Background: an optimization exercise with open tools, aiming at small area and few clock cycles. Do not read the settings as production practice. In this exercise RTL edits were held to simulation tests only and were not proved equivalent to the original.

// pvd_core
module pvd_core (
    input  wire         clk,
    input  wire         rst,
    input  wire         ev_valid,
    output wire         ev_ready,
    input  wire [175:0] ev,
    input  wire [1:0]   range_sel,
    output wire         ann_valid,
    input  wire         ann_ready,
    output wire [149:0] ann
);
==> flow/config.mk <==
export PLATFORM = sky130hd
export DESIGN_NAME = pvd_core
export DESIGN_NICKNAME = pvd_core
export VERILOG_FILES = /design/flow/design.v
export SDC_FILE = /design/flow/constraint.sdc
export NUM_CORES = 4
export LEC_CHECK = 0
export CAP_MARGIN = 20
export CORE_MARGIN = 2
export CORE_UTILIZATION = 70
export SLEW_MARGIN = 20
==> flow/constraint.sdc <==
create_clock -name core_clock -period 240.0 [get_ports {clk}]
set_input_delay 48.0000 -clock core_clock [delete_from_list [all_inputs] [get_ports {clk}]]
set_output_delay 48.0000 -clock core_clock [all_outputs]
set_load 0.01 [all_outputs]
standard.sh (not shown) runs the stock make flow with config.mk's settings and CLKGATE_MAP_FILE= SYNTH_SCRIPT=/design/flow/synth_recipe.tcl, a recipe that flattens the netlist after the stock synthesis.
==> flow/flow/run.sh <==
#!/bin/bash
# The standard layout (standard.sh) with three changes:
#  - synthesis is the standard flow's script (synth_recipe.tcl) unchanged except for the
#    step before ABC: flow/fa_flip_il.py picks the polarity of each full-adder
#    chain to save inverters, and ABC maps the logic with flow/abc_map.script
#    (logic restructuring with &syn3 and &dch, then area-oriented amap) instead of ORFS's speed script; registers are mapped
#    before that step, so they are the standard synthesis's;
#  - the port buffers that global placement inserts are the smallest buffer,
#    sky130_fd_sc_hd__buf_1;
#  - clock tree synthesis uses clkbuf_4 buffers over sink clusters of up to 10
#    flip-flops, without dummy loads.
# The full make output goes to standard_flow.log; the per-step ORFS logs are
# under orfs/logs/.
set -euo pipefail
here=$(pwd)
{ head -n 1 synth_recipe.tcl; cat flow/abc_override.tcl; tail -n +2 synth_recipe.tcl; } > my_synth.tcl
sed "s#SYNTH_SCRIPT=[^ ]*#SYNTH_SCRIPT=$here/my_synth.tcl#" standard.sh > my_standard.sh
export MY_ABC_SCRIPT="$here/flow/abc_map.script"
export FA_FLIP="$here/flow/fa_flip_il.py"
export BUFFER_PORTS_ARGS="-buffer_cell sky130_fd_sc_hd__buf_1"
export CTS_ARGS="-sink_clustering_enable -repair_clock_nets -dont_use_dummy_load -buf_list sky130_fd_sc_hd__clkbuf_4 -sink_clustering_size 10 -sink_clustering_max_diameter 40"
bash my_standard.sh > standard_flow.log 2>&1
Other scripts of this flow, unchanged in this note and not shown: flow/flow/abc_map.script, flow/flow/abc_override.tcl, flow/flow/fa_flip_il.py
The first run passed the timing, DRC and antenna checks.
Testbench counts at the start, summed over its fixed seeds: cycles 11,637.
Rerun with:
--- a/flow/design.v
+++ b/flow/design.v
@@ -59,20 +59,21 @@
     reg           tx_present;
     reg  [TS-1:0] span_s;       
     reg  [TS-1:0] span_w;       
     reg  [7:0]    ctl_bits;     
     reg  [1:0]    ctl_lbl;      
     reg           ctl_chsel;    
     reg           volt_pend;    
     reg  [2:0]    ctl_cnt;      
     reg  [1:0]    volt_rs;      
     reg           fin_pend;     
+    reg  [1:0]    fin_rs;       
     wire busy      = volt_pend || (ctl_cnt != 3'd0);
     assign ann_valid = !rst && busy;
     wire take      = ann_valid && ann_ready;
     wire last      = take && (volt_pend ? (ctl_cnt == 3'd0) : (ctl_cnt == 3'd1));
     wire seq_free  = !busy || last;
     assign ev_ready = !rst && (is_bits ? (!fin_pend && (!volt_pend || ann_ready))
                                        : !(is_rise && fin_pend));
     wire accept   = ev_valid && ev_ready;
     wire acc_bits = accept && is_bits;
     wire acc_rise = accept && is_rise;
@@ -165,67 +166,61 @@
     reg  [15:0]   r_val;
     always @(*) begin
         if (volt_pend) begin
             r_kind = 3'd0;
             r_val  = mv;
         end else if (is_label) begin
             r_kind = ctl_chsel ? 3'd1 : 3'd4;
             r_val  = ctl_chsel ? 16'd3 : {14'd0, ctl_lbl};
         end else if (ctl_chsel) begin
             r_kind = ctl_cnt[1] ? 3'd2 : 3'd3;
-            r_val  = {12'd0, ctl_cnt[1] ? ctl_bits[7:4] : ctl_bits[3:0]};
+            r_val  = {12'd0, ctl_bits[7:4]};
         end else begin
             r_kind = 3'd5;
-            r_val  = {14'd0, ctl_q};
-        end
-    end
-    reg  [1:0] ctl_q;           
-    always @(*) begin
-        case (ctl_cnt[1:0])
-            2'd0:    ctl_q = ctl_bits[7:6];
-            2'd3:    ctl_q = ctl_bits[5:4];
-            2'd2:    ctl_q = ctl_bits[3:2];
-            default: ctl_q = ctl_bits[1:0];
-        endcase
+            r_val  = {14'd0, ctl_bits[7:6]};
+        end
     end
     wire [1:0] r_aux = (volt_pend || is_label || ctl_chsel) ? 2'd0 : (2'd0 - ctl_cnt[1:0]);
     assign ann = {r_val, r_aux, r_kind, !volt_pend, r_end, span_s};
     always @(posedge clk) begin
         if (rst) begin
             frame_start_valid <= 1'b0;
             rx_present        <= 1'b0;
             tx_present        <= 1'b0;
             volt_pend         <= 1'b0;
             ctl_cnt           <= 3'd0;
             fin_pend          <= 1'b0;
         end else begin
             if (take) begin
                 if (volt_pend) begin
                     volt_pend <= 1'b0;
                 end else begin
                     ctl_cnt <= ctl_cnt - 3'd1;
                     span_s  <= span_e;
+                    if (!is_label)
+                        ctl_bits <= ctl_chsel ? {ctl_bits[3:0], 4'd0} : {ctl_bits[5:0], 2'd0};
                 end
             end
-            if (acc_rise && !seq_free)
+            if (acc_rise && !seq_free) begin
                 fin_pend <= 1'b1;
-            if (acc_rise && (!volt_pend || take))
-                volt_rs <= range_sel;
+                fin_rs   <= range_sel;
+            end
             if (do_fin) begin
                 fin_pend          <= 1'b0;
                 span_s            <= frame_start_ts;
                 span_w            <= {wid_ts[63:32], div_o[31:0]};
                 ctl_bits          <= acc_tx[7:0];
                 ctl_lbl           <= acc_tx[10:9];
                 ctl_chsel         <= is_chsel;
                 volt_pend         <= rx_present;
                 ctl_cnt           <= !tx_present ? 3'd0 : is_chsel ? 3'd3 : is_range ? 3'd5 : 3'd0;
+                volt_rs           <= fin_pend ? fin_rs : range_sel;
                 frame_start_valid <= 1'b0;
                 rx_present        <= 1'b0;
                 tx_present        <= 1'b0;
             end
             if (acc_bits) begin
                 rx_present   <= rx_has;
                 tx_present   <= tx_has;
                 frame_end_ts <= ev_end;
                 acc_rx       <= acc_rx_next;
                 acc_tx       <= acc_tx_next;
After rerunning: The new run completed without violations; synthesized cell count is about the same; synthesized area rose slightly; worst hold slack is better by 0.019 ns; setup slack is worse by 0.27 ns; sequential share of layout area is about the same; count of clock-buffer cells in the layout rose by 1.
Testbench counts after the change, summed over its fixed seeds: cycles 11,637.

---

Setup of the previous run:
pvd_core, a different RTL version from the one above (not shown whole).
Size: roughly 2100 cells after synthesis, ~380 flip-flops, about 25000 um^2 of cells after synthesis.
==> flow/config.mk <==
export PLATFORM = sky130hd
export DESIGN_NAME = pvd_core
export DESIGN_NICKNAME = pvd_core
export VERILOG_FILES = /design/flow/design.v
export SDC_FILE = /design/flow/constraint.sdc
export NUM_CORES = 4
export LEC_CHECK = 0
export CAP_MARGIN = 20
export CORE_MARGIN = 2
export CORE_UTILIZATION = 70
export SLEW_MARGIN = 20
==> flow/constraint.sdc <==
create_clock -name core_clock -period 240.0 [get_ports {clk}]
set_input_delay 48.0000 -clock core_clock [delete_from_list [all_inputs] [get_ports {clk}]]
set_output_delay 48.0000 -clock core_clock [all_outputs]
set_load 0.01 [all_outputs]
==> flow/flow/run.sh <==
#!/bin/bash
# The standard layout (standard.sh) with three changes:
#  - synthesis is the standard flow's script (synth_recipe.tcl) unchanged except that ABC
#    maps the logic with flow/abc_map.script (area-oriented amap) instead of
#    ORFS's speed script; registers are mapped before ABC, so they are the
#    standard synthesis's;
#  - the port buffers that global placement inserts are the smallest buffer,
#    sky130_fd_sc_hd__buf_1;
#  - clock tree synthesis uses clkbuf_8 buffers over sink clusters of up to 15
#    flip-flops, without dummy loads.
# The full make output goes to standard_flow.log; the per-step ORFS logs are
# under orfs/logs/.
set -euo pipefail
here=$(pwd)
{ head -n 1 synth_recipe.tcl; cat flow/abc_override.tcl; tail -n +2 synth_recipe.tcl; } > my_synth.tcl
sed "s#SYNTH_SCRIPT=[^ ]*#SYNTH_SCRIPT=$here/my_synth.tcl#" standard.sh > my_standard.sh
export MY_ABC_SCRIPT="$here/flow/abc_map.script"
export BUFFER_PORTS_ARGS="-buffer_cell sky130_fd_sc_hd__buf_1"
export CTS_ARGS="-sink_clustering_enable -repair_clock_nets -dont_use_dummy_load -buf_list sky130_fd_sc_hd__clkbuf_8 -sink_clustering_size 15 -sink_clustering_max_diameter 50"
bash my_standard.sh > standard_flow.log 2>&1
==> flow/flow/abc_map.script <==
strash
&get -n
&st
&syn2
&dch -f
&put
dch -f
amap -m -F 4 -A 8
topo
==> flow/flow/abc_override.tcl <==
# Run ABC's technology mapping with flow/abc_map.script (area-oriented
# standard-cell mapping with amap) in place of ORFS's abc_speed.script.
# Everything else in the synthesis is the standard script.
proc abc {args} {
  set i [lsearch -exact $args -script]
  if {$i >= 0} { lset args [expr {$i + 1}] $::env(MY_ABC_SCRIPT) }
  yosys abc {*}$args
}
Testbench counts of the previous run, summed over its fixed seeds: cycles 11,637.
#### Input delta (the current run over the previous run)
--- a/flow/design.v
+++ b/flow/design.v
@@ -155,14 +155,15 @@
     wire       is_range = (ctl_reg[5:2] == 4'd1);
     wire [31:0] div_num = acc_bits ? duration[63:32] : wid_ts[31:0];
     wire [3:0]  div_ri  = acc_bits ? 4'd0 : wid_rem;
     wire [3:0]  div_m   = acc_bits ? width_m : wid_m;
     wire [35:0] div_o   = div_pass(div_num, div_ri, div_m);
     wire          is_label = !volt_pend && (ctl_cnt == (ctl_chsel ? 3'd3 : 3'd5));
-    wire [1:0]    sh       = is_label ? 2'd3 : (ctl_chsel ? 2'd2 : 2'd1);
-    wire [TS-1:0] span_e   = add64(span_s, span_w << sh, 1'b0);
+    wire [TS-1:0] step_c   = ctl_chsel ? {span_w[61:0], 2'b0} : {span_w[62:0], 1'b0};
+    wire [TS-1:0] step     = is_label ? {span_w[60:0], 3'b0} : step_c;
+    wire [TS-1:0] span_e   = add64(step, span_s, 1'b0);
     wire [TS-1:0] r_end = volt_pend ? frame_end_ts : span_e;
     reg  [2:0]    r_kind;
     reg  [15:0]   r_val;
     always @(*) begin
         if (volt_pend) begin
             r_kind = 3'd0;
## What came out
Relative to the previous run, layout clock buffer count increased by 2 in the current run. Diff the previous run -> the current run: final worst-path setup slack rose 0.32 ns. The current run vs. the previous run: met2 global-route usage moved down.
Testbench counts of the current run, summed over its fixed seeds: cycles 11,637.

-- port drivers added, routing unchanged --
In the flow no input, the clock included, has a driving cell. The finished layouts below were timed again as built, in two steps.
Step 1: set_driving_cell puts a clkbuf_16 on clk and a buf_2 on each other input, an assumption about the parent block.
Step 2, shift: input delay + t, output delay - t, t = (earliest + latest rising clock arrival at the registers) / 2. This alone moves slack from input paths to output paths.
Three values: no drivers, after step 1, after step 2; two values: the first two.
run	t, ns	setup slack, ns	worst setup path at the end	slew at the worst register clock pin (ns)
the first run of note 1	0.829	101.476 / 101.509 / 100.681	input to register	0.11 / 0.11
the second run of note 1	0.858	101.204 / 101.231 / 100.373	input to register	0.12 / 0.12
the previous run	0.666	99.980 / 100.007 / 99.341	input to register	0.10 / 0.10
the current run	0.648	100.302 / 100.332 / 99.683	input to register	0.10 / 0.10
After both steps every run listed still meets setup and hold. The setup slack of the second run of note 1, which loses most, moves by +0.027 ns with the drivers and by -0.831 ns with both steps.
